Background: an optimization exercise with open tools, aiming at small area. Do not read the settings as production practice.
RTL that was checked went through simulation tests only; none was proved equivalent to the original.
For runs 2 to 4, only the layout was checked, not whether the RTL still works.
Power and IR drop assume default switching activity.

[design/flow/run.sh]
#!/bin/bash
# synth_recipe.tcl (not shown) runs the flow's synth.tcl, then flattens the netlist and writes it again
# the make line also repeats each setting of config.mk as NAME=value (left out here)
make -C /OpenROAD-flow-scripts/flow DESIGN_CONFIG=/design/flow/config.mk WORK_HOME=/design/flow/orfs CLKGATE_MAP_FILE= SYNTH_SCRIPT=/design/flow/synth_recipe.tcl finish
[design/flow/config.mk]
export PLATFORM = sky130hd
export DESIGN_NAME = ubx_navpvt_rx
export DESIGN_NICKNAME = ubx_navpvt_rx
export VERILOG_FILES = /design/flow/design.v
export SDC_FILE = /design/flow/constraint.sdc
export NUM_CORES = 4
export LEC_CHECK = 0
export CAP_MARGIN = 20
export CORE_MARGIN = 2
export CORE_UTILIZATION = 30
export SLEW_MARGIN = 20
[design/flow/constraint.sdc]
create_clock -name core_clock -period 8.0 [get_ports {clk}]
set_input_delay 1.6000 -clock core_clock [delete_from_list [all_inputs] [get_ports {clk}]]
set_output_delay 1.6000 -clock core_clock [all_outputs]
set_load 0.01 [all_outputs]
[design/flow/design.v]
module ubx_navpvt_rx (
    input  wire         clk,
    input  wire         rst,         
    input  wire         in_valid,
    output wire         in_ready,
    input  wire [7:0]   in_byte,
    input  wire [31:0]  now,
    input  wire         cb_set,
    input  wire         cb_en,
    input  wire         msg_load,    
    input  wire         fix_load,    
    input  wire [31:0]  cnt_data,
    output reg          fix_event,
    output wire [703:0] rec,
    output wire         valid_fix,
    output reg  [31:0]  msg_count,
    output reg  [31:0]  fix_count,
    output wire [31:0]  fix_age
);
    localparam [7:0] SYNC1   = 8'hB5;
    localparam [7:0] SYNC2   = 8'h62;
    localparam [7:0] CLS_NAV = 8'h01;
    localparam [7:0] ID_PVT  = 8'h07;
    localparam integer PAYLOAD_SIZE   = 84;
    localparam integer RECORD_BYTES   = 88;
    localparam integer FIXTYPE_OFFSET = 20;
    localparam [3:0] S_HDR1   = 4'd0;
    localparam [3:0] S_HDR2   = 4'd1;
    localparam [3:0] S_CLASS  = 4'd2;
    localparam [3:0] S_ID     = 4'd3;
    localparam [3:0] S_LENLO  = 4'd4;
    localparam [3:0] S_LENHI  = 4'd5;
    localparam [3:0] S_PAY    = 4'd6;
    localparam [3:0] S_CKA    = 4'd7;
    localparam [3:0] S_CKB    = 4'd8;
    reg  [3:0]   pstate;
    reg  [6:0]   pcount;
    reg  [703:0] wrec;         
    reg  [703:0] crec;         
    reg  [7:0]   ck_a;         
    reg  [7:0]   ck_b;
    reg  [7:0]   rx_ck_a;
    reg          verified;
    reg  [31:0]  last_fix_ts;
    reg          hook_en;
    assign in_ready = 1'b1;
    assign rec      = crec;
    wire feed = in_valid;
    wire [7:0] ck_a_next = ck_a + in_byte;
    wire [7:0] ck_b_next = ck_b + ck_a_next;
    wire ck_match = ({ck_a, ck_b} == {rx_ck_a, in_byte});
    wire [7:0] w_fixtype = wrec[8*(4+FIXTYPE_OFFSET) +: 8];
    wire       w_is_fix  = (w_fixtype != 8'd0) && (w_fixtype != 8'd5);
    wire do_ckb    = feed && (pstate == S_CKB);
    wire do_commit = do_ckb && ck_match;
    wire do_fix    = do_commit && w_is_fix;
    reg [RECORD_BYTES-1:0] wr_en;
    integer i;
    always @(*) begin
        wr_en = {RECORD_BYTES{1'b0}};
        if (feed) begin
            case (pstate)
                S_CLASS: wr_en[0] = (in_byte == CLS_NAV);
                S_ID:    wr_en[1] = (in_byte == ID_PVT);
                S_LENLO: wr_en[2] = 1'b1;
                S_LENHI: wr_en[3] = 1'b1;
                S_PAY: begin
                    for (i = 0; i < PAYLOAD_SIZE; i = i + 1)
                        if ({25'd0, pcount} == i)
                            wr_en[4+i] = 1'b1;
                end
                default: ;
            endcase
        end
    end
    always @(posedge clk) begin
        if (rst) begin
            pstate  <= S_HDR1;
            pcount  <= 7'd0;
            ck_a    <= 8'd0;
            ck_b    <= 8'd0;
            rx_ck_a <= 8'd0;
        end else if (feed) begin
            case (pstate)
                S_HDR1: if (in_byte == SYNC1) pstate <= S_HDR2;
                S_HDR2: pstate <= (in_byte == SYNC2) ? S_CLASS : S_HDR1;
                S_CLASS: begin
                    if (in_byte == CLS_NAV) begin
                        pstate <= S_ID;
                        ck_a   <= in_byte;
                        ck_b   <= in_byte;
                    end else begin
                        pstate <= S_HDR1;
                    end
                end
                S_ID: begin
                    if (in_byte == ID_PVT) begin
                        pstate <= S_LENLO;
                        ck_a   <= ck_a_next;
                        ck_b   <= ck_b_next;
                    end else begin
                        pstate <= S_HDR1;
                    end
                end
                S_LENLO: begin
                    pstate <= S_LENHI;
                    ck_a   <= ck_a_next;
                    ck_b   <= ck_b_next;
                end
                S_LENHI: begin
                    pstate <= S_PAY;
                    pcount <= 7'd0;
                    ck_a   <= ck_a_next;
                    ck_b   <= ck_b_next;
                end
                S_PAY: begin
                    pcount <= pcount + 7'd1;
                    ck_a   <= ck_a_next;
                    ck_b   <= ck_b_next;
                    if (pcount == PAYLOAD_SIZE[6:0] - 7'd1)
                        pstate <= S_CKA;
                end
                S_CKA: begin
                    rx_ck_a <= in_byte;
                    pstate  <= S_CKB;
                end
                S_CKB: pstate <= S_HDR1;
                default: pstate <= S_HDR1;
            endcase
        end
    end
    genvar g;
    generate
        for (g = 0; g < RECORD_BYTES; g = g + 1) begin : g_wrec
            always @(posedge clk) begin
                if (rst)
                    wrec[8*g +: 8] <= 8'd0;
                else if (wr_en[g])
                    wrec[8*g +: 8] <= in_byte;
            end
        end
    endgenerate
    always @(posedge clk) begin
        if (rst) begin
            crec        <= 704'd0;
            verified    <= 1'b0;
            msg_count   <= 32'd0;
            fix_count   <= 32'd0;
            last_fix_ts <= 32'd0;
            hook_en     <= 1'b0;
            fix_event   <= 1'b0;
        end else begin
            fix_event <= 1'b0;
            if (do_ckb)
                verified <= ck_match;
            if (do_commit) begin
                crec      <= wrec;
                msg_count <= msg_count + 32'd1;
            end
            if (do_fix) begin
                last_fix_ts <= now;
                fix_count   <= fix_count + 32'd1;
                fix_event   <= hook_en;
            end
            if (cb_set)
                hook_en <= cb_en;
            if (msg_load)
                msg_count <= cnt_data;
            if (fix_load)
                fix_count <= cnt_data;
        end
    end
    wire [7:0] c_fixtype = crec[8*(4+FIXTYPE_OFFSET) +: 8];
    assign valid_fix = verified && (c_fixtype != 8'd0) && (c_fixtype != 8'd5);
    assign fix_age   = now - last_fix_ts;
endmodule
==> metrics.md, run 1 <==
| Metric | Value |
|---|---|
| # clock sinks | `1,542` |
| Final setup TNS | `0 ps` |
| Die Wd | `443 um` |
| Critical path launch point type | `primary input` |
| Clock transition at path regs | `60 ps` |
| Internal Power | `12.4 mW` |
| Max clock buf depth | `3` |
| Synth Area per Inst | `7.82 um^2` |
| Minimum clock period after layout | `6690 ps` |
| Worst Path Arrival | `5090 ps` |
| I/O pin count | `882` |
| Core area | `192,000 um^2` |
| Placed inst area | `68,600 um^2` |
| Worst min path class | `register to register` |
| WL per Instance | `20.5 um` |
| Remaining Overflow, GRT | `0` |
| Layout Skew | `34.3 ps` |
| Finished Core Util | `38.7%` |
| Die ar. | `197,000 um^2` |
| Async SR Flop Fraction | `0%` |
| Largest net degree at the start of global routing | `252` |
| Yosys warns | `1` |
| Share of layout cells above drive strength 1 | `4.87%` |
| DR vias/cell | `5.06` |
| Worst-path fanout max | `4` |
| Vias in the first global route | `49.8k` |
| NetSw | `3.77 mW` |
| DR WL met2 | `105 mm` |
| WL final | `217 mm` |
| Via count | `53.6k` |
| CP Capture Point | `fix_age[25]` |
| Slew headroom | `14.2%` |
| Slew @ Worst Pin | `1290 ps` |
| Reg2reg end | `msg_count[30]` |
| Number of synthesized flops with an enable pin | `0` |
| Fin. Hold Viols | `0` |
| Highest routing layer actually used | `met4` |
| Peak VDD IR | `0.166 mV` |
| CP max-delay cell | `clkdlybuf4s50_1` |
| Final worst path period share | `83.6%` |
| DR pass1 iterations | `7` |
| Clock Power Share | `48.5%` |
| Ys flop type | `dfxtp_1` |
| P&R area growth vs syn | `28.4%` |
| Sw Ratio | `23.2%` |
| Synth area leader | `dfxtp_1` |
| Pins Over Slew Limit | `0` |
| Seq/Total Area, Yosys | `53.3%` |
| Final net count | `8,078` |
| CP Class | `primary input to primary output` |
| Clock latency (worst-skew pair) | `840 ps` |
| Finished Cell Area | `74,300 um^2` |
| Critical path cell sequence | `clkdlybuf4s50_1, ha_1, nor2b_1, o31ai_1, a21oi_1, o31a_1, o21ai_0, a21oi_1, o41ai_1, xnor2_1, clkdlybuf4s50_1` |
| # hold bufs at CTS | `0` |
| First-pass GRT wire length | `319 mm` |
| Met1 Routed Length | `87.4 mm` |
| Detail Route Antenna Nets | `0` |
| Post-CTS sizing | `0` |
| Total GRT Usage | `21.1%` |
| Htree depth | `4` |
| DR WL met3 | `13.8 mm` |
| Pwr Density | `218 nW/um^2` |
| Total CTS buffers | `166` |
| DIE HEIGHT | `443 um` |
| Initial DRC Count | `4,314` |
| R2r startpoint | `pstate[1]` |
| Worst Hold Slack | `440 ps` |
| CTS tree | `done` |
| Routability cong. | `0.985` |
| Critical Path Max Stage Delay | `570 ps` |
| Leak pwr | `23.5 nW` |
| Flop pwr share | `47.7%` |
| Post-CTS Setup Bufs | `0` |
| Status | `no timing/DRC/antenna violations` |
| Share of the synthesized area in the top cell type | `53.3%` |
| Max Cap Viol | `0` |
| DP Wirelength | `141 mm` |
| Clk Tree Root Cell | `clkbuf_16` |
| Port buffer count | `880` |
| Comb pwr share | `3.8%` |
| Fillers | `19.5k` |
| Post-synthesis cell type count | `66` |
| Yosys reg bits | `1,542` |
| Syn Inst Count | `7,404` |
| Highest Clock Rate | `0.150 GHz` |
| CP startpoint | `now[1]` |
| HP Start | `wrec[438]` |
| Mapped Area | `57,900 um^2` |
| Critical Path RT | `6400 ps` |
| # DRC | `0` |
| Final Setup Violations | `0` |
| Initial antenna violation count | `4` |
| Depth of the most critical reg-to-reg path | `8` |
| Unrepaired setup endpoints after global routing | `false` |
| R2R Setup Slk | `4530 ps` |
| Largest cells by area after synthesis | `dfxtp_1, nand2_1, a21oi_1` |
| Row count | `161` |
| Starting Density | `30.1%` |
| Setup crit end kind | `primary output` |
## final cells by class
cell class	count	area, um^2	share of cell area [%]
Clock inverter	52	779	1.05
Multi-Input combinational cell	5200	24700	33.2
Tap cell	2526	3160	4.25
Timing Repair Buffer	971	9740	13.1
Clock buffer	250	4850	6.52
Antenna cell	2	5.00	0.00673
Sequential cell	1542	30900	41.5
Inverter	63	236	0.318
## worst max-delay path, delay by kind of cell
| family | cells | cell delay, ps |
|---|---|---|
| xor gates and xnor gates | 1 | 180 |
| and+or+nand+nor | 1 | 140 |
| adders and majority gates | 1 | 300 |
| AOI/OAI and AO/OA | 6 | 1820 |
| buffers and inverters | 2 | 1030 |
## synthesized netlist by cell type, types with 5 or more instances
master	number
nor2_1	144
mux2i_1	30
nand3_1	715
xnor2_1	69
dfxtp_1	1542
o21bai_1	5
xor2_1	48
buf_2	6
o21a_1	12
a21oi_1	1496
nor4_1	12
and2_1	13
nand4_1	23
a211oi_1	39
ha_1	52
nor2b_1	7
inv_1	60
and3_1	22
nand2_1	2325
o21ai_0	32
and4_1	5
a21o_1	23
a311oi_1	6
nand2b_1	13
clkbuf_1	571
or2_2	5
or3_1	11
nor3_1	34
buf_1	21
## worst min path at each step
stage | to | slack [ps] | cells after the start
2_1_floorplan | wrec[10] | 430 | 2
3_3_place_gp | wrec[10] | 440 | 2
3_5_place_dp | wrec[8] | 440 | 2
4_1_cts | crec[452] | 430 | 2
5_1_grt | crec[171] | 460 | 2
6_report | crec[438] | 440 | 2
## placed cells by master (no fill, tap or decap), types with 6 or more instances in the layout
cell type / count
clkdlybuf4s50_1: 871
clkbuf_16: 166
a211oi_1: 39
clkbuf_1: 46
nor2b_1: 7
or3_1: 11
o21a_1: 12
nand3_1: 715
and3_1: 21
nor2_4: 15
clkbuf_8: 38
buf_12: 18
nor4_1: 11
inv_1: 60
xnor2_1: 69
ha_1: 52
clkinv_8: 8
nor2_1: 129
nand2b_1: 13
o21ai_0: 32
a21oi_1: 1496
a311oi_1: 6
xor2_1: 48
clkinv_2: 17
bufinv_16: 10
nand2_1: 2325
nor3_1: 29
nor3_2: 6
inv_6: 6
nand4_1: 23
mux2i_1: 30
dfxtp_1: 1542
a21o_1: 23
buf_4: 79
and2_1: 13
## power by group through the flow
stage	Sequential, mW	Combinational (mW)	Clock, mW
detailed placement	7.90	0.609	0
finish	7.73	0.616	7.87
CTS	7.73	0.611	8.04
global route	7.73	0.649	8.36
floorplan	7.90	0.307	0
global placement	7.90	0.605	0
## layer usage
metal	vias up	track usage [%]
met1	25798	25.5
met4	0	10.7
li1	25703	-
met5	-	0
met2	1748	35.5
met3	388	4.09
## logic make-up after synthesis
| group | count (synthesis) | share of synthesized area, % |
|---|---|---|
| other | 1 | 0.00648 |
| AO/OA/AOI/OAI | 1651 | 14.9 |
| buffers and inverters | 662 | 4.31 |
| multiplexers | 30 | 0.519 |
| XOR/XNOR | 117 | 1.77 |
| adder cells (fa/ha/maj) | 55 | 1.23 |
| AND/OR/NAND/NOR | 3346 | 24.0 |
| flip-flops | 1542 | 53.3 |
## sequential cells by signal, indices dropped and copies added, names as in the netlist
name         flops
ck_a             8
ck_b             8
crec           704
fix_count       32
fix_event        1
hook_en          1
last_fix_ts     32
msg_count       32
pcount           7
pstate           4
rx_ck_a          8
verified         1
wrec           704
## through the flow
| stage | power, mW | std cells | worst slack, ps |
|---|---|---|---|
| floorplan | 8.21 | 7404 | 2730 |
| global placement | 8.50 | 10299 | 1340 |
| detailed placement | 8.51 | 10300 | 1390 |
| CTS | 16.4 | 10602 | 1380 |
| global route | 16.7 | 10605 | 1150 |
| finish | 16.2 | 10606 | 1310 |
==> run 2, diff against run 1 <==
==> design/flow/design.v (replaced) <==
module ubx_navpvt_rx (
    input  wire         clk,
    input  wire         rst,         
    input  wire         in_valid,
    output wire         in_ready,
    input  wire [7:0]   in_byte,
    input  wire [31:0]  now,
    input  wire         cb_set,
    input  wire         cb_en,
    input  wire         msg_load,    
    input  wire         fix_load,    
    input  wire [31:0]  cnt_data,
    output reg          fix_event,
    output wire [703:0] rec,
    output reg          valid_fix,
    output reg  [31:0]  msg_count,
    output reg  [31:0]  fix_count,
    output wire [31:0]  fix_age
);
    reg  [6:0]   pos;
    reg  [7:0]   ck_a;
    reg  [7:0]   ck_b;
    reg          ck_a_ok;
    reg  [687:0] wrec;         
    reg  [687:0] crec;         
    reg          committed;    
    reg  [31:0]  last_fix_ts;
    reg          hook_en;
    assign in_ready = 1'b1;
    assign rec = {crec, 5'd0, {3{committed}}, 7'd0, committed};
    wire in_body  = (pos >= 7'd4) && (pos <= 7'd89);
    wire shift    = in_valid && in_body;
    wire do_ckb   = in_valid && (pos == 7'd91);
    wire do_commit = do_ckb && ck_a_ok && (ck_b == in_byte);
    wire [7:0] w_fixtype = wrec[8*22 +: 8];    
    wire w_is_fix = (w_fixtype != 8'd0) && (w_fixtype != 8'd5);
    wire do_fix   = do_commit && w_is_fix;
    wire [7:0] ck_a_next = ck_a + in_byte;
    always @(posedge clk) begin
        if (rst) begin
            pos <= 7'd0;
        end else if (in_valid) begin
            case (pos)
                7'd0: pos <= (in_byte == 8'hB5) ? 7'd1 : 7'd0;
                7'd1: pos <= (in_byte == 8'h62) ? 7'd2 : 7'd0;
                7'd2: pos <= (in_byte == 8'h01) ? 7'd3 : 7'd0;
                7'd3: pos <= (in_byte == 8'h07) ? 7'd4 : 7'd0;
                7'd91: pos <= 7'd0;
                default: pos <= pos + 7'd1;
            endcase
        end
    end
    always @(posedge clk) begin
        if (pos <= 7'd3) begin
            ck_a <= 8'h08;
            ck_b <= 8'h09;
        end else if (shift) begin
            ck_a <= ck_a_next;
            ck_b <= ck_b + ck_a_next;
        end
        if (in_valid && pos == 7'd90)
            ck_a_ok <= (ck_a == in_byte);
    end
    wire         w_s1 = shift;
    wire         w_s0 = ~shift;
    wire         c_s1 = do_commit & ~rst;
    wire         c_s0 = ~do_commit & ~rst;
    wire [687:0] wrec_d;
    wire [687:0] crec_d;
    genvar g;
    generate
        for (g = 0; g < 688; g = g + 1) begin : g_rec
            ubx_sel2 u_w (.s1(w_s1), .a(g < 680 ? wrec[g+8] : in_byte[g-680]),
                          .s0(w_s0), .b(wrec[g]), .y(wrec_d[g]));
            ubx_sel2 u_c (.s1(c_s1), .a(wrec[g]), .s0(c_s0), .b(crec[g]),
                          .y(crec_d[g]));
        end
    endgenerate
    always @(posedge clk) begin
        wrec <= wrec_d;
        crec <= crec_d;
    end
    always @(posedge clk) begin
        if (rst) begin
            committed   <= 1'b0;
            valid_fix   <= 1'b0;
            msg_count   <= 32'd0;
            fix_count   <= 32'd0;
            last_fix_ts <= 32'd0;
            hook_en     <= 1'b0;
            fix_event   <= 1'b0;
        end else begin
            fix_event <= do_fix && hook_en;
            if (do_ckb)
                valid_fix <= do_fix;
            if (do_commit) begin
                committed <= 1'b1;
                msg_count <= msg_count + 32'd1;
            end
            if (do_fix) begin
                last_fix_ts <= now;
                fix_count   <= fix_count + 32'd1;
            end
            if (cb_set)
                hook_en <= cb_en;
            if (msg_load)
                msg_count <= cnt_data;
            if (fix_load)
                fix_count <= cnt_data;
        end
    end
    assign fix_age = now - last_fix_ts;
endmodule
module ubx_sel2 (
    input  wire s1,
    input  wire a,
    input  wire s0,
    input  wire b,
    output wire y
);
    assign y = (s1 & a) | (s0 & b);
endmodule
--- a/design/flow/config.mk
+++ b/design/flow/config.mk
@@ -11 +11,3 @@
 export SLEW_MARGIN = 20
+export SYNTH_HIERARCHICAL = 1
+export SYNTH_MINIMUM_KEEP_SIZE = 0
==> run 2 against run 1 <==
Still clean on timing, DRC and antenna; clock-buffer cell count down 26; synthesized area decreased by 17%; routed wire length is 31% lower; critical path depth grew 1; utilization is 2.7 points higher; first-iteration DRC count decreased by 38%; non-clock buffer count fell by 58; final cell count shrank 33%; die area fell by 17%; via count down 33%.
==> metrics.md, run 2 <==
| Metric | Value |
|---|---|
| I/O pin count | `882` |
| Fillers | `14.9k` |
| Hold depth | `2` |
| DR pass1 iterations | `5` |
| Detail Route Antenna Nets | `0` |
| Slew headroom | `28.7%` |
| Total GRT Usage | `17.6%` |
| R2r startpoint | `pos[0]` |
| # clock sinks | `1,500` |
| Largest net degree at the start of global routing | `189` |
| Initial antenna violation count | `0` |
| Highest Clock Rate | `0.138 GHz` |
| Initial DRC Count | `2,668` |
| Depth of the most critical reg-to-reg path | `7` |
| Pins Over Slew Limit | `0` |
| Commonest non-fill, non-tap cell in the layout | `dfxtp_1` |
| Die Wd | `403 um` |
| WP buf/inv | `3` |
| Port buffer count | `868` |
| Clk Tree Root Cell | `clkbuf_16` |
| Placed cells | `6,761` |
| Clock transition at path regs | `60 ps` |
| CP delay by family, top | `compound AO/OA/AOI/OAI gates` |
| Status | `no timing/DRC/antenna violations` |
| HP Start | `last_fix_ts[28]` |
| Fin. Hold Viols | `0` |
| Final setup TNS | `0 ps` |
| Critical path cell sequence | `clkdlybuf4s50_1, ha_1, nor2b_1, o211ai_1, a2111oi_0, buf_4, nor3_1, nor2_1, a2111oi_0, o31ai_1, xor2_1, clkdlybuf4s50_1` |
| Post-synthesis cell type count | `65` |
| P&R area growth vs syn | `36.9%` |
| Worst Path Arrival | `5660 ps` |
| Post-CTS sizing | `0` |
| Leak pwr | `24.7 nW` |
| Critical path launch point type | `primary input` |
| DR vias/cell | `5.11` |
| Dpl ws | `764 ps` |
| Unrepaired setup endpoints after global routing | `false` |
| Top flop regs | `crec: 688 flops, wrec: 688 flops` |
| Share of the synthesized area in the top cell type | `62.7%` |
| Peak VDD IR | `0.190 mV` |
| Number of synthesized flops with an enable pin | `1` |
| R2R Setup Slk | `4340 ps` |
| CP Class | `primary input to primary output` |
| DIE HEIGHT | `403 um` |
| Routability cong. | `0.843` |
| Critical Path RT | `6400 ps` |
| Via count | `36.1k` |
| Synth area leader | `dfxtp_1` |
| Total CTS buffers | `162` |
| Yosys reg bits | `1,500` |
| Pwr Density | `247 nW/um^2` |
| WL final | `151 mm` |
| Largest cells by area after synthesis | `dfxtp_1, a22o_1, ha_1` |
| Mapped Area | `47,800 um^2` |
| Remaining Overflow, GRT | `0` |
| Final net count | `4,986` |
| Finished Core Util | `41.4%` |
| Clock latency (worst-skew pair) | `790 ps` |
| Core area | `158,000 um^2` |
| WL per Instance | `21.4 um` |
| CTS tree | `done` |
| Row count | `146` |
| Synth Area per Inst | `12.5 um^2` |
| Post-CTS Setup Bufs | `0` |
| Final Setup Violations | `0` |
| Critical Path Max Stage Delay | `780 ps` |
| Max Cap Viol | `0` |
| Seq/Total Area, Yosys | `62.8%` |
| CP max-delay cell | `a2111oi_0` |
| Worst-path fanout max | `4` |
| Ys flop type | `dfxtp_1` |
| Max clock buf depth | `3` |
| Top cells by count, synth | `dfxtp_1, a22o_1, nand2_1` |
| # hold bufs at CTS | `0` |
| Htree depth | `4` |
| Fin worst setup slack | `736 ps` |
| Placed inst area | `59,500 um^2` |
| Overall Power | `16.2 mW` |
| # DRC | `0` |
| Final worst path period share | `90.8%` |
| Sequential Area | `30,000 um^2` |
| Slew @ Worst Pin | `1070 ps` |
| Share of layout cells above drive strength 1 | `6.86%` |
| DP Wirelength | `101 mm` |
| Most frequent cell after synthesis | `dfxtp_1` |
| Reg2reg end | `crec[145]` |
| Async SR Flop Fraction | `0%` |
| First-pass GRT wire length | `225 mm` |
| Worst min path class | `register to register` |
| Setup crit end kind | `primary output` |
| Post-Layout Cell Count | `7,061` |
| Worst Hold Slack | `450 ps` |
| Area of the multi-input gates | `17,400 um^2` |
| Minimum clock period after layout | `7260 ps` |
| Starting Density | `30.2%` |
| Syn Inst Count | `3,828` |
| Most frequent cells in the layout | `dfxtp_1, a22o_1, clkdlybuf4s50_1` |
| Yosys warns | `7` |
| Layout Skew | `65.0 ps` |
| Finished Cell Area | `65,500 um^2` |
| Die ar. | `163,000 um^2` |
| Vias in the first global route | `34.5k` |
| Hold endpoint | `last_fix_ts[28]` |
[run 2: power by group]
group,internal (mW),switching (mW)
logic,0.186,0.260
clock network,4.94,3.24
registers,7.50,0.0322
[run 2: cells by family (layout without fill, tap and decap cells)]
logic type | count (synthesis) | after routing | synth area share, %
buf+inv | 125 | 1274 | 1.14
fa+ha+maj | 54 | 54 | 1.46
xor+xnor | 110 | 110 | 2.01
flops | 1500 | 1500 | 62.8
other cells | 2 | 14 | 0.0157
compound gates | 1601 | 1601 | 28.2
mux | 15 | 15 | 0.314
simple gates | 421 | 421 | 4.07
[run 2: per-layer routing]
metal	GRT usage [%]	up-vias	part of all wire, %
li1	-	17068	-
met1	22.5	17776	43
met2	27.4	1035	45
met3	6.73	179	9.2
met4	5.11	0	2.4
met5	0	-	0
[run 2: area by class of cell]
cell class	count	share of cell area (%)
antenna	1	0.00382
tap	2072	3.96
sequential	1500	45.9
inverter	62	0.367
timing repair buffer	913	14.2
multi-input combinational	2214	26.5
clock inverter	75	2.10
clock buffer	224	7.03
[run 2: how the worst max path moves through the flow]
stage | slack [ps] | endpoint | cells after the start | start
2_1_floorplan | -2410 | crec[0] | 5 | in_byte[5]
3_3_place_gp | 740 | fix_age[28] | 12 | now[2]
3_5_place_dp | 760 | fix_age[28] | 12 | now[2]
4_1_cts | 740 | fix_age[28] | 12 | now[2]
5_1_grt | 500 | fix_age[28] | 14 | now[0]
6_report | 740 | fix_age[28] | 12 | now[2]
[run 2: modules after synthesis, one instance, submodules excluded]
module | flops+latches | cell area, um^2
ubx_navpvt_rx | 1500 | 35800
ubx_sel2 | 0 | 8.76
[run 2: worst register-to-register path: cells and delay by family, from the launching register on]
kind                     cells  cell delay, ps
AO/OA/AOI/OAI                1             290
adder cells (fa/ha/maj)      1             400
buffers and inverters        2             710
flip-flops                   1             450
AND/OR/NAND/NOR              3            1720
==> run 3, diff against run 2 <==
==> design/flow/flow/run.sh (new file) <==
#!/bin/bash
# Layout flow: the standard ORFS layout, with the port buffers that
# placement inserts on every input and output made from the smallest buffer
# cell (sky130_fd_sc_hd__buf_1) instead of the default choice.
set -euo pipefail
export BUFFER_PORTS_ARGS="-buffer_cell sky130_fd_sc_hd__buf_1"
bash standard.sh finish > standard_flow.log 2>&1
==> design/flow/standard.sh (new file) <==
#!/bin/bash
# synth_recipe.tcl (not shown) runs the flow's synth.tcl, then flattens the netlist and writes it again
# the make line also repeats each setting of config.mk as NAME=value (left out here)
make -C /OpenROAD-flow-scripts/flow DESIGN_CONFIG=/design/flow/config.mk WORK_HOME=/design/flow/orfs CLKGATE_MAP_FILE= SYNTH_SCRIPT=/design/flow/synth_recipe.tcl "${@:-finish}"
removed: design/flow/run.sh
==> run 3 against run 2 <==
Die area stayed put; final cell count is 0.20% lower; utilization is 3.7 points lower; critical path depth is 1 higher; sequential share of layout area is 4.5 points higher; synthesized cell count stayed put; via count is 0.23% lower; first-iteration DRC count is 1.9% higher; highest routed layer unchanged.
==> metrics.md, run 3 <==
| Metric | Value |
|---|---|
| # clock sinks | `1,500` |
| Pwr Density | `263 nW/um^2` |
| Clock Power Share | `49.5%` |
| Share of the synthesized area in the top cell type | `62.7%` |
| Peak VDD IR | `0.202 mV` |
| Setup crit end kind | `primary output` |
| Syn Inst Count | `3,828` |
| Htree depth | `4` |
| Flop pwr share | `48.1%` |
| Number of synthesized flops with an enable pin | `1` |
| CP max-delay cell | `a2111oi_0` |
| # DRC | `0` |
| Core area | `158,000 um^2` |
| Post-synthesis cell type count | `65` |
| Total GRT Usage | `16.9%` |
| Initial DRC Count | `2,718` |
| Worst min path class | `register to register` |
| Commonest non-fill, non-tap cell in the layout | `dfxtp_1` |
| CP Class | `primary input to primary output` |
| Top cells by count, synth | `dfxtp_1, a22o_1, nand2_1` |
| First-pass GRT wire length | `218 mm` |
| Seq/Total Area, Yosys | `62.8%` |
| Clock latency (worst-skew pair) | `800 ps` |
| Comb pwr share | `2.4%` |
| Status | `no timing/DRC/antenna violations` |
| P&R area growth vs syn | `24.6%` |
| Post-CTS Setup Bufs | `0` |
| Worst-path fanout max | `3` |
| Yosys warns | `7` |
| Starting Density | `30.2%` |
| NetSw | `3.42 mW` |
| Routability cong. | `0.891` |
| DR pass1 iterations | `8` |
| Via count | `36.0k` |
| Internal Power | `12.2 mW` |
| CTS tree | `done` |
| Top flop regs | `crec: 688 flops, wrec: 688 flops` |
| Final net count | `4,987` |
| Post-CTS sizing | `0` |
| WL final | `146 mm` |
| Port buffer count | `868` |
| Most frequent cells in the layout | `dfxtp_1, a22o_1, buf_1` |
| Overall Power | `15.6 mW` |
| DP Wirelength | `98.9 mm` |
| Total CTS buffers | `159` |
| Critical Path Max Stage Delay | `780 ps` |
| Most frequent cell after synthesis | `dfxtp_1` |
| Max clock buf depth | `3` |
| DR vias/cell | `5.11` |
| Critical path launch point type | `primary input` |
| Slew headroom | `26.7%` |
| I/O pin count | `882` |
| Ys flop type | `dfxtp_1` |
| Worst Path Arrival | `4910 ps` |
| Pins Over Slew Limit | `0` |
| Largest cells by area after synthesis | `dfxtp_1, a22o_1, ha_1` |
| Critical Path RT | `6400 ps` |
| Critical path cell sequence | `buf_1, inv_1, ha_1, fa_1, nor2b_1, o211ai_1, a2111oi_0, nor3_1, nor2_1, a2111oi_0, o31ai_1, xor2_1, buf_1` |
| Die Wd | `403 um` |
| Max Cap Viol | `0` |
| Layout Skew | `52.7 ps` |
| Initial antenna violation count | `4` |
| Die ar. | `163,000 um^2` |
| Row count | `146` |
| Final setup TNS | `0 ps` |
| Highest Clock Rate | `0.154 GHz` |
| # hold bufs at CTS | `0` |
| Final worst path period share | `81.4%` |
| Clk Tree Root Cell | `clkbuf_16` |
| Share of layout cells above drive strength 1 | `6.78%` |
| DIE HEIGHT | `403 um` |
| Vias in the first global route | `34.3k` |
| Slew @ Worst Pin | `1100 ps` |
| Mapped Area | `47,800 um^2` |
| WL per Instance | `20.7 um` |
| Detail Route Antenna Nets | `0` |
| Sw Ratio | `21.9%` |
| Unrepaired setup endpoints after global routing | `false` |
| Leak pwr | `22.5 nW` |
| Yosys reg bits | `1,500` |
| Minimum clock period after layout | `6510 ps` |
| Dpl ws | `1570 ps` |
| Clock transition at path regs | `60 ps` |
| Remaining Overflow, GRT | `0` |
| Final Setup Violations | `0` |
| Synth area leader | `dfxtp_1` |
| Async SR Flop Fraction | `0%` |
| Fin. Hold Viols | `0` |
| Synth Area per Inst | `12.5 um^2` |
| Fillers | `15.5k` |
| Fin worst setup slack | `1490 ps` |
| Largest net degree at the start of global routing | `185` |
[run 3: stage by stage]
| stage | hold WS, ps | util, % | cell area, um^2 | cells |
|---|---|---|---|---|
| CTS | 451 | 37.6 | 59600 | 7046 |
| floorplan | 432 | - | 47900 | 3839 |
| global placement | 438 | 34.1 | 54000 | 6765 |
| global route | 472 | 37.6 | 59600 | 7046 |
| finish | 450 | 37.6 | 59600 | 7047 |
| detailed placement | 443 | 34.1 | 54000 | 6765 |
[run 3: cells by family (layout without fill, tap and decap cells)]
family          Yosys count  in the layout  share of synthesized area, %
mux                      15             15                         0.314
other cells               2             14                        0.0157
fa+ha+maj                54             54                          1.46
simple gates            421            421                          4.07
flops                  1500           1500                          62.8
buf+inv                 125           1260                          1.14
compound gates         1601           1601                          28.2
xor+xnor                110            110                          2.01
[run 3: Yosys stat by module (local to each module, per instance)]
module,flops+latches,area (um^2),copies in the design
ubx_sel2,0,8.76,1376
ubx_navpvt_rx,1500,35800,1
[run 3: per-layer routing]
layer / track usage, % / wire length, um / up-vias
met3: 6.29 / 13500 / 191
met4: 4.83 / 3450 / 0
li1: - / - / 17061
met5: 0 / 0 / -
met2: 26.5 / 65800 / 1101
met1: 21.7 / 62900 / 17623
[run 3: layout make-up]
type                    instances  area, um^2  share of cell area, %
well taps                    2072        2590                   4.35
clock inverters                64         995                   1.67
clock buffers                 217        4600                   7.72
inverters                      62         240                  0.403
multi-input cells            2214       17400                   29.1
flip-flops and latches       1500       30000                   50.4
diodes                          1        2.50                0.00420
repair buffers                917        3780                   6.34
[run 3: worst paths after layout]
check,start,to,slack (ps),depth (start not counted)
hold reg to reg,last_fix_ts[19],last_fix_ts[19],450,2
setup / recovery,now[0],fix_age[28],1490,13
setup reg to reg,pos[0],crec[451],4310,6
hold / removal,last_fix_ts[19],last_fix_ts[19],450,2
[run 3: critical path: cells and delay by family]
family	cells	cell delay (ps)
buffers and inverters	3	310
XOR/XNOR	1	180
AO/OA/AOI/OAI	4	1470
adder cells (fa/ha/maj)	2	670
AND/OR/NAND/NOR	3	670
[run 3: power groups by stage]
stage | registers, mW | clock network [mW] | logic (mW)
floorplan | 7.70 | 0 | 0.216
global placement | 7.69 | 0 | 0.371
detailed placement | 7.70 | 0 | 0.371
CTS | 7.53 | 7.92 | 0.373
global route | 7.53 | 8.21 | 0.404
finish | 7.53 | 7.75 | 0.372
==> run 4, diff against run 3 <==
==> design/flow/flow/run.sh (replaced) <==
#!/bin/bash
set -euo pipefail
export BUFFER_PORTS_ARGS="-buffer_cell sky130_fd_sc_hd__buf_1"
export CTS_ARGS="-sink_clustering_enable -repair_clock_nets -dont_use_dummy_load -buf_list sky130_fd_sc_hd__clkbuf_8"
bash standard.sh finish > standard_flow.log 2>&1
--- a/design/flow/config.mk
+++ b/design/flow/config.mk
@@ -9,3 +9,3 @@
 export CORE_MARGIN = 2
-export CORE_UTILIZATION = 30
+export CORE_UTILIZATION = 55
 export SLEW_MARGIN = 20
==> run 4 against run 3 <==
Worst setup slack better by 230 ps; clock-buffer cell count up 6; maximum frequency up 3.7%; global-route usage up 13 points; synthesized area unchanged; total power down 18%; critical path depth unchanged; clock skew up 22 ps; largest power group is now registers; highest routed layer is now met5.
==> metrics.md, run 4 <==
| Metric | Value |
|---|---|
| Largest cells by area after synthesis | `dfxtp_1, a22o_1, ha_1` |
| Pwr Density | `231 nW/um^2` |
| Final net count | `5,028` |
| Critical path launch point type | `primary input` |
| Setup crit end kind | `primary output` |
| DP Wirelength | `92.9 mm` |
| Max clock buf depth | `3` |
| DIE HEIGHT | `299 um` |
| First-pass GRT wire length | `209 mm` |
| Max Cap Viol | `0` |
| Final Setup Violations | `0` |
| Post-synthesis cell type count | `65` |
| # DRC | `0` |
| Slew @ Worst Pin | `1070 ps` |
| WL final | `139 mm` |
| Peak VDD IR | `0.161 mV` |
| Share of the synthesized area in the top cell type | `62.7%` |
| Hold depth | `2` |
| Share of layout cells above drive strength 1 | `5.64%` |
| Unrepaired setup endpoints after global routing | `false` |
| Htree depth | `4` |
| Core area | `86,500 um^2` |
| Die Wd | `299 um` |
| Seq/Total Area, Yosys | `62.8%` |
| Initial antenna violation count | `11` |
| Critical path cell sequence | `buf_1, inv_1, ha_1, fa_1, nor2b_1, o211ai_1, a2111oi_0, nor3_1, nor2_1, a2111oi_0, o31ai_1, xor2_1, buf_1` |
| Worst-path fanout max | `3` |
| Most frequent cells in the layout | `dfxtp_1, a22o_1, buf_1` |
| Synth area leader | `dfxtp_1` |
| Detail Route Antenna Nets | `0` |
| Ys flop type | `dfxtp_1` |
| Vias in the first global route | `33.8k` |
| P&R area growth vs syn | `16.6%` |
| # hold bufs at CTS | `0` |
| Clk Tree Root Cell | `clkbuf_8` |
| WL per Instance | `23.0 um` |
| Row count | `108` |
| Highest Clock Rate | `0.159 GHz` |
| Die ar. | `89,400 um^2` |
| Post-CTS sizing | `0` |
| Routability cong. | `0.880` |
| Finished Cell Area | `55,800 um^2` |
| CP startpoint | `now[0]` |
| CTS tree | `done` |
| Finished Core Util | `64.5%` |
| Top cells by count, synth | `dfxtp_1, a22o_1, nand2_1` |
| Total CTS buffers | `223` |
| Yosys warns | `7` |
| DR pass1 iterations | `6` |
| Number of synthesized flops with an enable pin | `1` |
| Clock latency (worst-skew pair) | `880 ps` |
| Pins Over Slew Limit | `0` |
| Top flop regs | `crec: 688 flops, wrec: 688 flops` |
| Total GRT Usage | `29.7%` |
| Commonest non-fill, non-tap cell in the layout | `dfxtp_1` |
| R2r startpoint | `pos[1]` |
| I/O pin count | `882` |
| DR vias/cell | `5.95` |
| Depth of the most critical reg-to-reg path | `9` |
| Overall Power | `12.9 mW` |
| Worst min path class | `register to register` |
| Fin. Hold Viols | `0` |
| Largest net degree at the start of global routing | `211` |
| Most frequent cell after synthesis | `dfxtp_1` |
| CP max-delay cell | `a2111oi_0` |
| Critical Path RT | `6400 ps` |
| Slew headroom | `28.4%` |
| Critical Path Max Stage Delay | `670 ps` |
| Syn Inst Count | `3,828` |
| Initial DRC Count | `3,108` |
| Placed inst area | `52,700 um^2` |
| Synth Area per Inst | `12.5 um^2` |
| Starting Density | `55.3%` |
| Worst Path Arrival | `4680 ps` |
| CP Class | `primary input to primary output` |
| Yosys reg bits | `1,500` |
| Final worst path period share | `78.5%` |
| Layout Skew | `74.7 ps` |
| HP Start | `last_fix_ts[21]` |
| Post-CTS Setup Bufs | `0` |
| # clock sinks | `1,500` |
| Status | `no timing/DRC/antenna violations` |
| Port buffer count | `868` |
| Minimum clock period after layout | `6280 ps` |
| Leak pwr | `21.3 nW` |
| Mapped Area | `47,800 um^2` |
| Remaining Overflow, GRT | `0` |
| Clock transition at path regs | `60 ps` |
| Via count | `36.0k` |
| Async SR Flop Fraction | `0%` |
-- run 4: layout make-up --
cell class              instances  area, um^2
fillers                      7157       30700
flip-flops and latches       1500       30000
multi-input cells            2214       17400
repair buffers                894        3590
clock buffers                 223        3070
well taps                    1155        1450
inverters                      62         240
diodes                          6        15.0
-- run 4: kinds of logic after synthesis --
logic type / after synthesis / share of synthesized area, %
AOI/OAI and AO/OA: 1601 / 28.2
DFF: 1500 / 62.8
and+or+nand+nor: 421 / 4.07
buffers and inverters: 125 / 1.14
xor gates and xnor gates: 110 / 2.01
adders and majority gates: 54 / 1.46
muxes: 15 / 0.314
other: 2 / 0.0157
-- run 4: Yosys stat by module (local to each module, per instance) --
module / cells inside / flip-flops and latches
ubx_navpvt_rx: 2452 / 1500
ubx_sel2: 1 / 0
-- run 4: worst paths after layout --
check | end | slack (ps)
worst max register to register | wrec[349] | 4230
worst min-delay path | last_fix_ts[21] | 450
worst min register to register | last_fix_ts[21] | 450
worst max-delay path | fix_age[28] | 1720
-- run 4: per-stage QoR --
stage                     instances  setup WS [ps]  setup TNS, ps  hold WS, ps
final                          6054           1720              0          450
after global routing           6051           1460              0          465
after CTS                      6048           1670              0          452
after detailed placement       5825           1670              0          444
after global placement         5825           1730              0          439
after floorplan                3839          -2410       -1656430          432
-- run 4: where the power goes --
part | switching, mW | internal, mW
registers | 0.0316 | 7.50
clock network | 2.54 | 2.44
logic | 0.249 | 0.111
-- run 4: worst max-delay path, delay by kind of cell --
| kind | cells | cell delay, ps |
|---|---|---|
| simple gates | 3 | 550 |
| buf+inv | 3 | 390 |
| compound gates | 4 | 1340 |
| fa+ha+maj | 2 | 630 |
| xor+xnor | 1 | 180 |
-- run 4: routing by layer --
metal  vias up  wire length (um)  track usage, %
met5         -                79               0
met4        12              5470            12.3
met3       248             10300            8.60
met2      1145             65400            47.5
met1     17657             57800            37.6
li1      16955                 -               -
==> run 5, diff against run 4 <==
--- a/design/flow/design.v
+++ b/design/flow/design.v
@@ -30,9 +30,9 @@
     assign rec = {crec, 5'd0, {3{committed}}, 7'd0, committed};
-    wire in_body  = (pos >= 7'd4) && (pos <= 7'd89);
-    wire shift    = in_valid && in_body;
-    wire do_ckb   = in_valid && (pos == 7'd91);
+    wire in_body   = (pos >= 7'd4) && (pos <= 7'd89);
+    wire shift     = in_valid && in_body;
+    wire do_ckb    = in_valid && (pos == 7'd91);
     wire do_commit = do_ckb && ck_a_ok && (ck_b == in_byte);
     wire [7:0] w_fixtype = wrec[8*22 +: 8];    
-    wire w_is_fix = (w_fixtype != 8'd0) && (w_fixtype != 8'd5);
-    wire do_fix   = do_commit && w_is_fix;
+    wire w_is_fix  = (w_fixtype != 8'd0) && (w_fixtype != 8'd5);
+    wire do_fix    = do_commit && w_is_fix;
     wire [7:0] ck_a_next = ck_a + in_byte;
@@ -63,8 +63,21 @@
     end
-    wire         w_s1 = shift;
-    wire         w_s0 = ~shift;
-    wire         c_s1 = do_commit & ~rst;
-    wire         c_s0 = ~do_commit & ~rst;
+    wire w_s1 = shift;                       
+    wire w_s0 = ~shift;                      
+    wire c_s1 = do_commit & ~rst;            
+    wire c_s0 = ~do_commit & ~rst;           
+    wire t_s1 = do_fix & ~rst;               
+    wire t_s0 = ~do_fix & ~rst;              
+    wire m_s1 = msg_load & ~rst;             
+    wire m_s0 = ~msg_load & ~rst;            
+    wire f_s1 = fix_load & ~rst;             
+    wire f_s0 = ~fix_load & ~rst;            
+    wire [32:0] m_all1;
+    wire [32:0] f_all1;
+    assign m_all1[0] = 1'b1;
+    assign f_all1[0] = 1'b1;
     wire [687:0] wrec_d;
     wire [687:0] crec_d;
+    wire [31:0]  ts_d;
+    wire [31:0]  mc_d;
+    wire [31:0]  fc_d;
     genvar g;
@@ -77,6 +90,21 @@
         end
+        for (g = 0; g < 32; g = g + 1) begin : g_w32
+            assign m_all1[g+1] = m_all1[g] & msg_count[g];
+            assign f_all1[g+1] = f_all1[g] & fix_count[g];
+            ubx_sel2 u_t (.s1(t_s1), .a(now[g]), .s0(t_s0), .b(last_fix_ts[g]),
+                          .y(ts_d[g]));
+            ubx_sel2 u_m (.s1(m_s1), .a(cnt_data[g]), .s0(m_s0),
+                          .b(msg_count[g] ^ (do_commit & m_all1[g])),
+                          .y(mc_d[g]));
+            ubx_sel2 u_f (.s1(f_s1), .a(cnt_data[g]), .s0(f_s0),
+                          .b(fix_count[g] ^ (do_fix & f_all1[g])),
+                          .y(fc_d[g]));
+        end
     endgenerate
     always @(posedge clk) begin
-        wrec <= wrec_d;
-        crec <= crec_d;
+        wrec        <= wrec_d;
+        crec        <= crec_d;
+        last_fix_ts <= ts_d;
+        msg_count   <= mc_d;
+        fix_count   <= fc_d;
     end
@@ -86,5 +114,2 @@
             valid_fix   <= 1'b0;
-            msg_count   <= 32'd0;
-            fix_count   <= 32'd0;
-            last_fix_ts <= 32'd0;
             hook_en     <= 1'b0;
@@ -95,16 +120,6 @@
                 valid_fix <= do_fix;
-            if (do_commit) begin
+            if (do_commit)
                 committed <= 1'b1;
-                msg_count <= msg_count + 32'd1;
-            end
-            if (do_fix) begin
-                last_fix_ts <= now;
-                fix_count   <= fix_count + 32'd1;
-            end
             if (cb_set)
                 hook_en <= cb_en;
-            if (msg_load)
-                msg_count <= cnt_data;
-            if (fix_load)
-                fix_count <= cnt_data;
         end
==> design/flow/flow/run.sh (replaced) <==
#!/bin/bash
# Layout flow: the standard ORFS layout (standard.sh) with two changes:
#  - the port buffers that placement puts on every input and output are the
#    smallest buffer cell, sky130_fd_sc_hd__buf_1;
#  - clock tree synthesis uses clkbuf_8 cells, smaller sink clusters than the
#    default and no dummy loads.
set -euo pipefail
export BUFFER_PORTS_ARGS="-buffer_cell sky130_fd_sc_hd__buf_1"
export CTS_ARGS="-sink_clustering_enable -repair_clock_nets -dont_use_dummy_load -buf_list sky130_fd_sc_hd__clkbuf_8 -sink_clustering_size 16 -sink_clustering_max_diameter 60"
bash standard.sh finish > standard_flow.log 2>&1
--- a/design/flow/config.mk
+++ b/design/flow/config.mk
@@ -9,3 +9,4 @@
 export CORE_MARGIN = 2
-export CORE_UTILIZATION = 55
+export CORE_UTILIZATION = 70
+export PLACE_DENSITY = 0.78
 export SLEW_MARGIN = 20
==> run 5 against run 4 <==
Register-to-register slack is essentially flat; clock skew shrank 1.6 ps; synthesized area shrank 1.5%; die area shrank 22%; final cell count shrank 9.5%; highest routed layer unchanged; clock-buffer cell count shrank 118; maximum frequency grew 3.5%; largest cell class unchanged; routed wire length shrank 6.3%.
==> metrics.md, run 5 <==
| Metric | Value |
|---|---|
| Status | `no timing/DRC/antenna violations` |
| Layout Skew | `73.1 ps` |
| # clock sinks | `1,500` |
| Share of layout cells above drive strength 1 | `3.72%` |
| Top flop regs | `crec: 688 flops, wrec: 688 flops` |
| Unrepaired setup endpoints after global routing | `false` |
| Htree depth | `3` |
| Leak pwr | `20.4 nW` |
| Detail Route Antenna Nets | `0` |
| Number of synthesized flops with an enable pin | `1` |
| # hold bufs at CTS | `0` |
| First-pass GRT wire length | `197 mm` |
| Most frequent cells in the layout | `dfxtp_1, a22o_1, buf_1` |
| Max clock buf depth | `3` |
| Via count | `35.3k` |
| Total GRT Usage | `35.8%` |
| Finished Core Util | `79.6%` |
| # DRC | `0` |
| Final setup TNS | `0 ps` |
| Critical path launch point type | `primary input` |
| Syn Inst Count | `3,610` |
| CTS tree | `done` |
| Peak VDD IR | `0.139 mV` |
| DIE HEIGHT | `263 um` |
| Worst min path class | `register to register` |
| Synth Area per Inst | `13.1 um^2` |
| Synth area leader | `dfxtp_1` |
| Routability cong. | `0.912` |
| Remaining Overflow, GRT | `0` |
| DP Wirelength | `89.4 mm` |
| Row count | `95` |
| Ys flop type | `dfxtp_1` |
| Slew headroom | `24.5%` |
| Clock latency (worst-skew pair) | `750 ps` |
| Starting Density | `70.4%` |
| Minimum clock period after layout | `6070 ps` |
| I/O pin count | `882` |
| Initial DRC Count | `3,497` |
| Commonest non-fill, non-tap cell in the layout | `dfxtp_1` |
| Vias in the first global route | `32.6k` |
| Sequential Area | `30,000 um^2` |
| Pwr Density | `211 nW/um^2` |
| Top cells by count, synth | `dfxtp_1, a22o_1, nand2_1` |
| Yosys reg bits | `1,500` |
| Final Setup Violations | `0` |
| DR pass1 iterations | `7` |
| Die ar. | `69,400 um^2` |
| Core area | `66,900 um^2` |
| Yosys warns | `7` |
| Port buffer count | `868` |
| Largest net degree at the start of global routing | `217` |
| CP Class | `primary input to primary output` |
| Slew @ Worst Pin | `1130 ps` |
| WL final | `130 mm` |
| Die Wd | `263 um` |
| Total CTS buffers | `105` |
| Largest cells by area after synthesis | `dfxtp_1, a22o_1, ha_1` |
| Most frequent cell after synthesis | `dfxtp_1` |
| Clock transition at path regs | `90 ps` |
| Initial antenna violation count | `5` |
| Fin. Hold Viols | `0` |
| Share of the synthesized area in the top cell type | `63.7%` |
| Worst Path Arrival | `4470 ps` |
| DR vias/cell | `6.45` |
| Seq/Total Area, Yosys | `63.8%` |
| Setup crit end kind | `primary output` |
| Final net count | `4,735` |
| Highest Clock Rate | `0.165 GHz` |
| Critical Path RT | `6400 ps` |
| Area of the multi-input gates | `16,800 um^2` |
| Max Cap Viol | `0` |
| Post-CTS sizing | `0` |
| Worst-path fanout max | `4` |
| Pins Over Slew Limit | `0` |
| Final worst path period share | `75.8%` |
| Mapped Area | `47,100 um^2` |
| Post-CTS Setup Bufs | `0` |
| Clk Tree Root Cell | `clkbuf_8` |
| Post-synthesis cell type count | `63` |
| P&R area growth vs syn | `13.0%` |
| Async SR Flop Fraction | `0%` |
| WL per Instance | `23.8 um` |
| Fillers | `4,376` |
## run 5: changes by cell type in the layout (fill, tap and decap cells not counted), moves of 5 or more
| cell | delta |
|---|---|
| nand2_1 | -70 |
| nand3_1 | -13 |
| buf_4 | +8 |
| nor2_1 | -74 |
| a21o_1 | -19 |
| a211oi_1 | -28 |
| xnor2_1 | -5 |
| a22o_1 | +96 |
| nand2b_1 | -6 |
| a21oi_1 | -52 |
| mux2i_1 | -13 |
| clkbuf_8 | -118 |
## run 5: power breakdown
group,switching (mW),internal [mW],total [mW]
Sequential,0.0295,7.49,7.52
Combinational,0.217,0.107,0.324
Clock,2.20,1.18,3.37
## run 5: final cells by class
type,count,share of cell area (%)
Multi-Input combinational cell,2036,31.6
Timing Repair Buffer,901,6.80
Tap cell,873,2.05
Sequential cell,1500,56.4
Clock buffer,105,2.71
Inverter,58,0.423
Antenna cell,3,0.0141
## run 5: metal layers
| layer | up-vias | track usage [%] | wire (um) |
|---|---|---|---|
| li1 | 16232 | - | - |
| met1 | 17398 | 44.2 | 51500 |
| met2 | 1370 | 56.7 | 59700 |
| met3 | 332 | 10.1 | 11000 |
| met4 | 2 | 19.7 | 8220 |
| met5 | - | 0 | 13 |
## run 5: worst max-delay path: stages
cell      delay, ps
buf_1            90
ha_1            350
o21ai_0         150
or4b_2          680
a211oi_1        340
o21ai_0         200
a211oi_1        240
nor2_1          100
a311oi_1        340
xor2_1          170
buf_1           200
## run 5: worst paths after layout
check                 to      start  slack (ps)  cells after the start
min reg2reg    valid_fix  valid_fix         460                      2
min            valid_fix  valid_fix         460                      2
max          fix_age[30]    now[11]        1930                     11
max reg2reg      ck_b[4]     pos[1]        4220                     10
## run 5: per-module statistics from Yosys (local to each module, per instance)
module	flip-flops and latches	cells	area (um^2)	times used
ubx_navpvt_rx	1500	2138	34200	1
ubx_sel2	0	1	8.76	1472
## run 5: kinds of logic (layout without fill, tap and decap cells)
family	after synthesis	count (layout)	synth area share, %
adder cells (fa/ha/maj)	54	54	1.48
other	2	16	0.0159
multiplexers	2	2	0.0425
AO/OA/AOI/OAI	1603	1603	29.2
flip-flops	1500	1500	63.8
AND/OR/NAND/NOR	257	257	2.70
buffers and inverters	85	1064	0.852
XOR/XNOR	107	107	1.99
## run 5: metrics by stage
step / instance area (um^2) / power [mW] / cells / hold slack [ps] / setup WS, ps
2_1_floorplan: 47200 / 7.89 / 3621 / 429 / -2290
3_3_place_gp: 51800 / 8.00 / 5368 / 443 / 1990
3_5_place_dp: 51800 / 8.01 / 5368 / 450 / 1910
4_1_cts: 53200 / 11.2 / 5473 / 463 / 1920
5_1_grt: 53200 / 11.5 / 5475 / 486 / 1710
6_report: 53200 / 11.2 / 5476 / 461 / 1930
==> run 6, diff against run 5 <==
--- a/design/flow/config.mk
+++ b/design/flow/config.mk
@@ -9,4 +9,3 @@
 export CORE_MARGIN = 2
-export CORE_UTILIZATION = 70
-export PLACE_DENSITY = 0.78
+export CORE_UTILIZATION = 55
 export SLEW_MARGIN = 20
==> run 6 against run 5 <==
Die area grew 27%; final cell count grew 5.2%; clock power grew 4%; non-clock buffer count grew 1; combinational power is essentially flat; global-route usage shrank 7.5 points; maximum frequency shrank 2.0%; final area grew 0.99%; total power grew 1.3%; sequential power is essentially flat; critical path depth is the same; highest routed layer unchanged.
==> metrics.md, run 6 <==
| Metric | Value |
|---|---|
| Unrepaired setup endpoints after global routing | `false` |
| Yosys reg bits | `1,500` |
| Die ar. | `88,000 um^2` |
| Async SR Flop Fraction | `0%` |
| DP Wirelength | `88.6 mm` |
| Die Wd | `297 um` |
| Synth Area per Inst | `13.1 um^2` |
| Largest net degree at the start of global routing | `248` |
| Initial DRC Count | `2,542` |
| DR vias/cell | `5.94` |
| Post-CTS Setup Bufs | `0` |
| Top flop regs | `crec: 688 flops, wrec: 688 flops` |
| Final net count | `4,745` |
| First-pass GRT wire length | `195 mm` |
| Commonest non-fill, non-tap cell in the layout | `dfxtp_1` |
| Post-synthesis cell type count | `63` |
| Via count | `34.2k` |
| Seq/Total Area, Yosys | `63.8%` |
| Final worst path period share | `77.4%` |
| Placed inst area | `52,200 um^2` |
| WL final | `132 mm` |
| Total GRT Usage | `28.2%` |
| CP Class | `primary input to primary output` |
| Pwr Density | `211 nW/um^2` |
| Yosys warns | `7` |
| Layout Skew | `81.0 ps` |
| Share of the synthesized area in the top cell type | `63.7%` |
| Total CTS buffers | `114` |
| Worst min path class | `register to register` |
| Mapped Area | `47,100 um^2` |
| Port buffer count | `868` |
| # hold bufs at CTS | `0` |
| Largest cells by area after synthesis | `dfxtp_1, a22o_1, ha_1` |
| Pins Over Slew Limit | `0` |
| Overall Power | `11.4 mW` |
| Peak VDD IR | `0.146 mV` |
| Synth area leader | `dfxtp_1` |
| Status | `no timing/DRC/antenna violations` |
| Most frequent cells in the layout | `dfxtp_1, a22o_1, buf_1` |
| Leak pwr | `20.5 nW` |
| DR pass1 iterations | `5` |
| Core area | `85,000 um^2` |
| Finished Cell Area | `53,800 um^2` |
| Number of synthesized flops with an enable pin | `1` |
| Critical path launch point type | `primary input` |
| Max clock buf depth | `3` |
| Initial antenna violation count | `5` |
| Slew headroom | `29.3%` |
| Setup crit end kind | `primary output` |
| Vias in the first global route | `31.3k` |
| Slew @ Worst Pin | `1060 ps` |
| Clock transition at path regs | `40 ps` |
| Clk Tree Root Cell | `clkbuf_8` |
| Top cells by count, synth | `dfxtp_1, a22o_1, nand2_1` |
| Fin. Hold Viols | `0` |
| Post-CTS sizing | `0` |
| WL per Instance | `23.0 um` |
| Max Cap Viol | `0` |
| DIE HEIGHT | `297 um` |
| Syn Inst Count | `3,610` |
| # DRC | `0` |
| Critical Path RT | `6400 ps` |
| Highest Clock Rate | `0.162 GHz` |
| Row count | `107` |
| Worst Path Arrival | `4590 ps` |
| Ys flop type | `dfxtp_1` |
| Share of layout cells above drive strength 1 | `3.93%` |
| CTS tree | `done` |
| I/O pin count | `882` |
| Remaining Overflow, GRT | `0` |
| Routability cong. | `0.904` |
| # clock sinks | `1,500` |
| Worst-path fanout max | `6` |
| Clock latency (worst-skew pair) | `760 ps` |
| Final Setup Violations | `0` |
| Htree depth | `3` |
| Most frequent cell after synthesis | `dfxtp_1` |
| Detail Route Antenna Nets | `0` |
| Minimum clock period after layout | `6190 ps` |
| Starting Density | `55.4%` |
| P&R area growth vs syn | `14.1%` |
==> run 6: critical path, stage by stage <==
cell	delay (ps)
buf_1	90
ha_1	400
nand4_1	130
or4b_2	660
a211oi_1	400
o21ai_0	250
a211oi_1	280
nor2_1	110
a311oi_1	320
xor2_1	180
buf_1	170
==> run 6: worst paths after layout <==
check	start	to	slack, ps	depth (start not counted)
worst max-delay path	now[14]	fix_age[30]	1810	11
worst min-delay path	last_fix_ts[20]	last_fix_ts[20]	470	1
worst min register to register	last_fix_ts[20]	last_fix_ts[20]	470	1
worst max register to register	pos[1]	fix_count[31]	4390	9
==> run 6: power by group <==
part	total, mW	switching (mW)	internal [mW]
logic	0.327	0.219	0.108
clock network	3.51	2.25	1.27
registers	7.52	0.0306	7.49
==> run 6: through the flow <==
stage / std cells / hold WS (ps) / TNS [ps] / setup slack [ps] / util (%)
after floorplan: 3621 / 429 / -1576630 / -2290 / -
after global placement: 5639 / 446 / 0 / 1830 / 61.4
after detailed placement: 5639 / 450 / 0 / 1840 / 61.4
after CTS: 5753 / 463 / 0 / 1820 / 63.2
after global routing: 5756 / 485 / 0 / 1680 / 63.2
final: 5759 / 465 / 0 / 1810 / 63.3
==> run 6: logic make-up (layout without fill, tap and decap cells) <==
group	count (synthesis)	count (layout)	synth area share [%]
other	2	18	0.0159
multiplexers	2	2	0.0425
AO/OA/AOI/OAI	1603	1603	29.2
adder cells (fa/ha/maj)	54	54	1.48
flip-flops	1500	1500	63.8
XOR/XNOR	107	107	1.99
buffers and inverters	85	1074	0.852
AND/OR/NAND/NOR	257	257	2.70
==> run 6: area by class of cell <==
| class | instances | area (um^2) |
|---|---|---|
| inverter | 58 | 225 |
| timing repair buffer | 902 | 3680 |
| antenna | 5 | 12.5 |
| tap | 1144 | 1430 |
| fill | 7036 | 31200 |
| sequential | 1500 | 30000 |
| clock buffer | 114 | 1570 |
| multi-input combinational | 2036 | 16800 |
==> run 6: layer usage <==
layer | GRT usage [%] | part of all wire, %
met2 | 45.9 | 47
met1 | 35.4 | 41
met4 | 11.2 | 4.3
met3 | 8.15 | 7.8
met5 | 0 | 0.023
==> run 6: per-module statistics from Yosys (local to each module, per instance) <==
module / cells inside / flip-flops and latches / area, um^2 / times used
ubx_navpvt_rx: 2138 / 1500 / 34200 / 1
ubx_sel2: 1 / 0 / 8.76 / 1472
==> run 7, diff against run 6 <==
==> design/flow/flow/run.sh (replaced) <==
#!/bin/bash
# Layout flow: the standard ORFS layout (standard.sh) with two changes:
#  - the port buffers that placement puts on every input and output are the
#    smallest buffer cell, sky130_fd_sc_hd__buf_1;
#  - clock tree synthesis uses clkbuf_4 cells, smaller sink clusters than the
#    default and no dummy loads.
set -euo pipefail
export BUFFER_PORTS_ARGS="-buffer_cell sky130_fd_sc_hd__buf_1"
export CTS_ARGS="-sink_clustering_enable -repair_clock_nets -dont_use_dummy_load -buf_list sky130_fd_sc_hd__clkbuf_4 -sink_clustering_size 10 -sink_clustering_max_diameter 40"
bash standard.sh finish > standard_flow.log 2>&1
--- a/design/flow/config.mk
+++ b/design/flow/config.mk
@@ -9,3 +9,4 @@
 export CORE_MARGIN = 2
-export CORE_UTILIZATION = 55
+export CORE_UTILIZATION = 82
+export PLACE_DENSITY = 0.9
 export SLEW_MARGIN = 20
==> run 7 against run 6 <==
The run now fails in 3_2_place_iop; synthesized area is the same; synthesized cell count is the same.
==> metrics.md, run 7 <==
| Metric | Value |
|---|---|
| Synth Area per Inst | `13.1 um^2` |
| Fail Step | `3_2_place_iop` |
| Synth area leader | `dfxtp_1` |
| Yosys reg bits | `1,500` |
| Number of synthesized flops with an enable pin | `1` |
| Top cells by count, synth | `dfxtp_1, a22o_1, nand2_1` |
| Ys flop type | `dfxtp_1` |
| Async SR Flop Fraction | `0%` |
| DIE HEIGHT | `244 um` |
| Row count | `87` |
| Largest cells by area after synthesis | `dfxtp_1, a22o_1, ha_1` |
| Seq/Total Area, Yosys | `63.8%` |
| Share of the synthesized area in the top cell type | `63.7%` |
| Error Message | `[ERROR PPL-0024] Number of IO pins (882) exceeds maximum number of available positions (876). Increase the die perimeter from 974.82um to 1199.52um.` |
| Mapped Area | `47,100 um^2` |
| Syn Inst Count | `3,610` |
| Post-synthesis cell type count | `63` |
| Starting Density | `83.2%` |
| Die Wd | `244 um` |
| Yosys warns | `7` |
| Status | `aborted with a tool error` |
| Most frequent cell after synthesis | `dfxtp_1` |
-- run 7: kinds of logic after synthesis --
logic type,synth area share (%)
compound gates,29.2
xor+xnor,1.99
fa+ha+maj,1.48
buf+inv,0.852
flops,63.8
mux,0.0425
other cells,0.0159
simple gates,2.70
-- run 7: per-module statistics from Yosys (local to each module, per instance) --
module         copies in the design  area, um^2  flip-flops and latches
ubx_navpvt_rx                     1       34200                    1500
ubx_sel2                       1472        8.76                       0
==> run 8, diff against run 7 <==
--- a/design/flow/config.mk
+++ b/design/flow/config.mk
@@ -9,4 +9,4 @@
 export CORE_MARGIN = 2
-export CORE_UTILIZATION = 82
-export PLACE_DENSITY = 0.9
+export CORE_UTILIZATION = 70
+export PLACE_DENSITY = 0.78
 export SLEW_MARGIN = 20
==> run 8 against run 7 <==
The run now finishes clean; synthesized cell count did not move; synthesized area unchanged.
==> metrics.md, run 8 <==
| Metric | Value |
|---|---|
| CTS tree | `done` |
| CP delay by family, top | `compound AO/OA/AOI/OAI gates` |
| Row count | `95` |
| Top cells by count, synth | `dfxtp_1, a22o_1, nand2_1` |
| First-pass GRT wire length | `197 mm` |
| Initial DRC Count | `3,326` |
| Commonest non-fill, non-tap cell in the layout | `dfxtp_1` |
| Slew @ Worst Pin | `1140 ps` |
| WL final | `130 mm` |
| Most frequent cell after synthesis | `dfxtp_1` |
| Placed cells | `5,368` |
| Crit path depth | `11` |
| # hold bufs at CTS | `0` |
| Htree depth | `4` |
| Die ar. | `69,400 um^2` |
| CP startpoint | `now[11]` |
| Fillers | `4,423` |
| DR vias/cell | `6.43` |
| Total CTS buffers | `175` |
| Clk Tree Root Cell | `clkbuf_4` |
| Finished Core Util | `79.4%` |
| Post-CTS Setup Bufs | `0` |
| Slew headroom | `23.7%` |
| Pwr Density | `209 nW/um^2` |
| Seq/Total Area, Yosys | `63.8%` |
| R2r startpoint | `pos[1]` |
| Clock latency (worst-skew pair) | `1050 ps` |
| Layout Skew | `101 ps` |
| Post-synthesis cell type count | `63` |
| Clock transition at path regs | `100 ps` |
| Top flop regs | `crec: 688 flops, wrec: 688 flops` |
| Mapped Area | `47,100 um^2` |
| WP buf/inv | `2` |
| # DRC | `0` |
| Max Cap Viol | `0` |
| Routability cong. | `0.912` |
| Unrepaired setup endpoints after global routing | `false` |
| CP Capture Point | `fix_age[30]` |
| Via count | `35.7k` |
| Async SR Flop Fraction | `0%` |
| Yosys reg bits | `1,500` |
| Post-CTS sizing | `0` |
| Worst Hold Slack | `451 ps` |
| DIE HEIGHT | `263 um` |
| Critical path launch point type | `primary input` |
| Share of the synthesized area in the top cell type | `63.7%` |
| Total GRT Usage | `36.0%` |
| R2R Setup Slk | `4250 ps` |
| Largest cells by area after synthesis | `dfxtp_1, a22o_1, ha_1` |
| Status | `no timing/DRC/antenna violations` |
| DR pass1 iterations | `6` |
| Remaining Overflow, GRT | `0` |
| Leak pwr | `20.5 nW` |
| Reg2reg end | `ck_b[4]` |
| Port buffer count | `868` |
| Critical Path RT | `6400 ps` |
| Minimum clock period after layout | `6050 ps` |
| Overall Power | `11.1 mW` |
| Post-Layout Cell Count | `5,545` |
| Depth of the most critical reg-to-reg path | `10` |
| Fin. Hold Viols | `0` |
| CP max-delay cell | `or4b_2` |
| Worst Path Arrival | `4450 ps` |
| Highest Clock Rate | `0.165 GHz` |
| Die Wd | `263 um` |
| Max clock buf depth | `3` |
| Ys flop type | `dfxtp_1` |
| Syn Inst Count | `3,610` |
| Final worst path period share | `75.6%` |
| Synth Area per Inst | `13.1 um^2` |
| # clock sinks | `1,500` |
| Share of layout cells above drive strength 1 | `5.16%` |
| Peak VDD IR | `0.123 mV` |
| Critical path cell sequence | `buf_1, ha_1, o21ai_0, or4b_2, a211oi_1, o21ai_0, a211oi_1, nor2_1, a311oi_1, xor2_1, buf_1` |
| Final setup TNS | `0 ps` |
| I/O pin count | `882` |
| DP Wirelength | `89.4 mm` |
| Vias in the first global route | `33.0k` |
| P&R area growth vs syn | `12.7%` |
| Number of synthesized flops with an enable pin | `1` |
| Most frequent cells in the layout | `dfxtp_1, a22o_1, buf_1` |
| Worst-path fanout max | `4` |
| Starting Density | `70.4%` |
| Yosys warns | `7` |
| CP Class | `primary input to primary output` |
| Critical Path Max Stage Delay | `670 ps` |
| Core area | `66,900 um^2` |
| Largest net degree at the start of global routing | `217` |
| Synth area leader | `dfxtp_1` |
| Detail Route Antenna Nets | `0` |
| WL per Instance | `23.5 um` |
| Pins Over Slew Limit | `0` |
| Initial antenna violation count | `5` |
| Setup crit end kind | `primary output` |
| Worst min path class | `register to register` |
| Final net count | `4,805` |
| Final Setup Violations | `0` |
-- run 8: logic make-up after synthesis --
family                     count (synthesis)  share of synthesized area (%)
AOI/OAI and AO/OA                       1603                           29.2
DFF                                     1500                           63.8
and+or+nand+nor                          257                           2.70
xor gates and xnor gates                 107                           1.99
buffers and inverters                     85                          0.852
adders and majority gates                 54                           1.48
other                                      2                         0.0159
muxes                                      2                         0.0425
-- run 8: final cells by class --
| class | count | area [um^2] | area share, % |
|---|---|---|---|
| diodes | 2 | 5.00 | 0.00942 |
| clock buffers | 175 | 1310 | 2.47 |
| flip-flops and latches | 1500 | 30000 | 56.6 |
| well taps | 873 | 1090 | 2.06 |
| multi-input cells | 2036 | 16800 | 31.7 |
| repair buffers | 901 | 3620 | 6.82 |
| inverters | 58 | 225 | 0.424 |
-- run 8: per-module statistics from Yosys, one instance, submodules excluded --
module / flops+latches / copies in the design
ubx_navpvt_rx: 1500 / 1
ubx_sel2: 0 / 1472
-- run 8: metal layers --
| layer | track usage [%] | wire [um] |
|---|---|---|
| met4 | 20.3 | 8030 |
| met1 | 43.8 | 50600 |
| met2 | 56.7 | 59900 |
| met5 | 0 | 13 |
| met3 | 11.5 | 11800 |
-- run 8: where the power goes --
| group | total [mW] | internal, mW | switching, mW | leakage [nW] |
|---|---|---|---|---|
| logic | 0.323 | 0.107 | 0.217 | 7.58 |
| clock network | 3.23 | 1.01 | 2.23 | 0.805 |
| registers | 7.52 | 7.49 | 0.0296 | 12.1 |
| total | 11.1 | 8.60 | 2.47 | 20.5 |
-- run 8: how the worst min path moves through the flow --
stage,end,startpoint,slack [ps],depth (start not counted)
final,crec[244],wrec[244],450,1
after global routing,crec[244],wrec[244],470,1
after CTS,crec[472],wrec[472],450,1
after detailed placement,valid_fix,valid_fix,450,2
after global placement,valid_fix,valid_fix,440,2
after floorplan,fix_event,hook_en,430,1
-- run 8: metrics by stage --
step	area (um^2)	setup slack, ps
detailed placement	51800	1910
finish	53100	1950
CTS	53100	1920
global placement	51800	1990
floorplan	47200	-2290
global route	53100	1710

==> re-timing with driven ports <==
The results above use ideal ports. As a check the final layouts listed here were re-extracted and re-timed, cells and wires unchanged. Step 1: set_driving_cell puts a clkbuf_16 on clk and a buf_2 on each other input, an assumption about the parent block. Step 2 also shifts input and output timing later by t, the mid clock arrival at the registers, as if the neighbouring blocks saw the same clock. a / b / c = ideal ports / drivers / drivers and shift; a / b = the first two.
run | t (ns) | setup WS [ns]
run 1 | 0.904 | 1.312 / 1.288 / 1.288
run 2 | 0.833 | 0.736 / 0.714 / 0.714
run 3 | 0.856 | 1.490 / 1.464 / 1.464
run 4 | 0.912 | 1.721 / 1.698 / 1.698
run 5 | 0.788 | 1.934 / 1.898 / 1.898
run 6 | 0.788 | 1.808 / 1.788 / 1.788
run 8 | 1.054 | 1.954 / 1.919 / 1.919
After both steps every run listed still meets setup and hold.
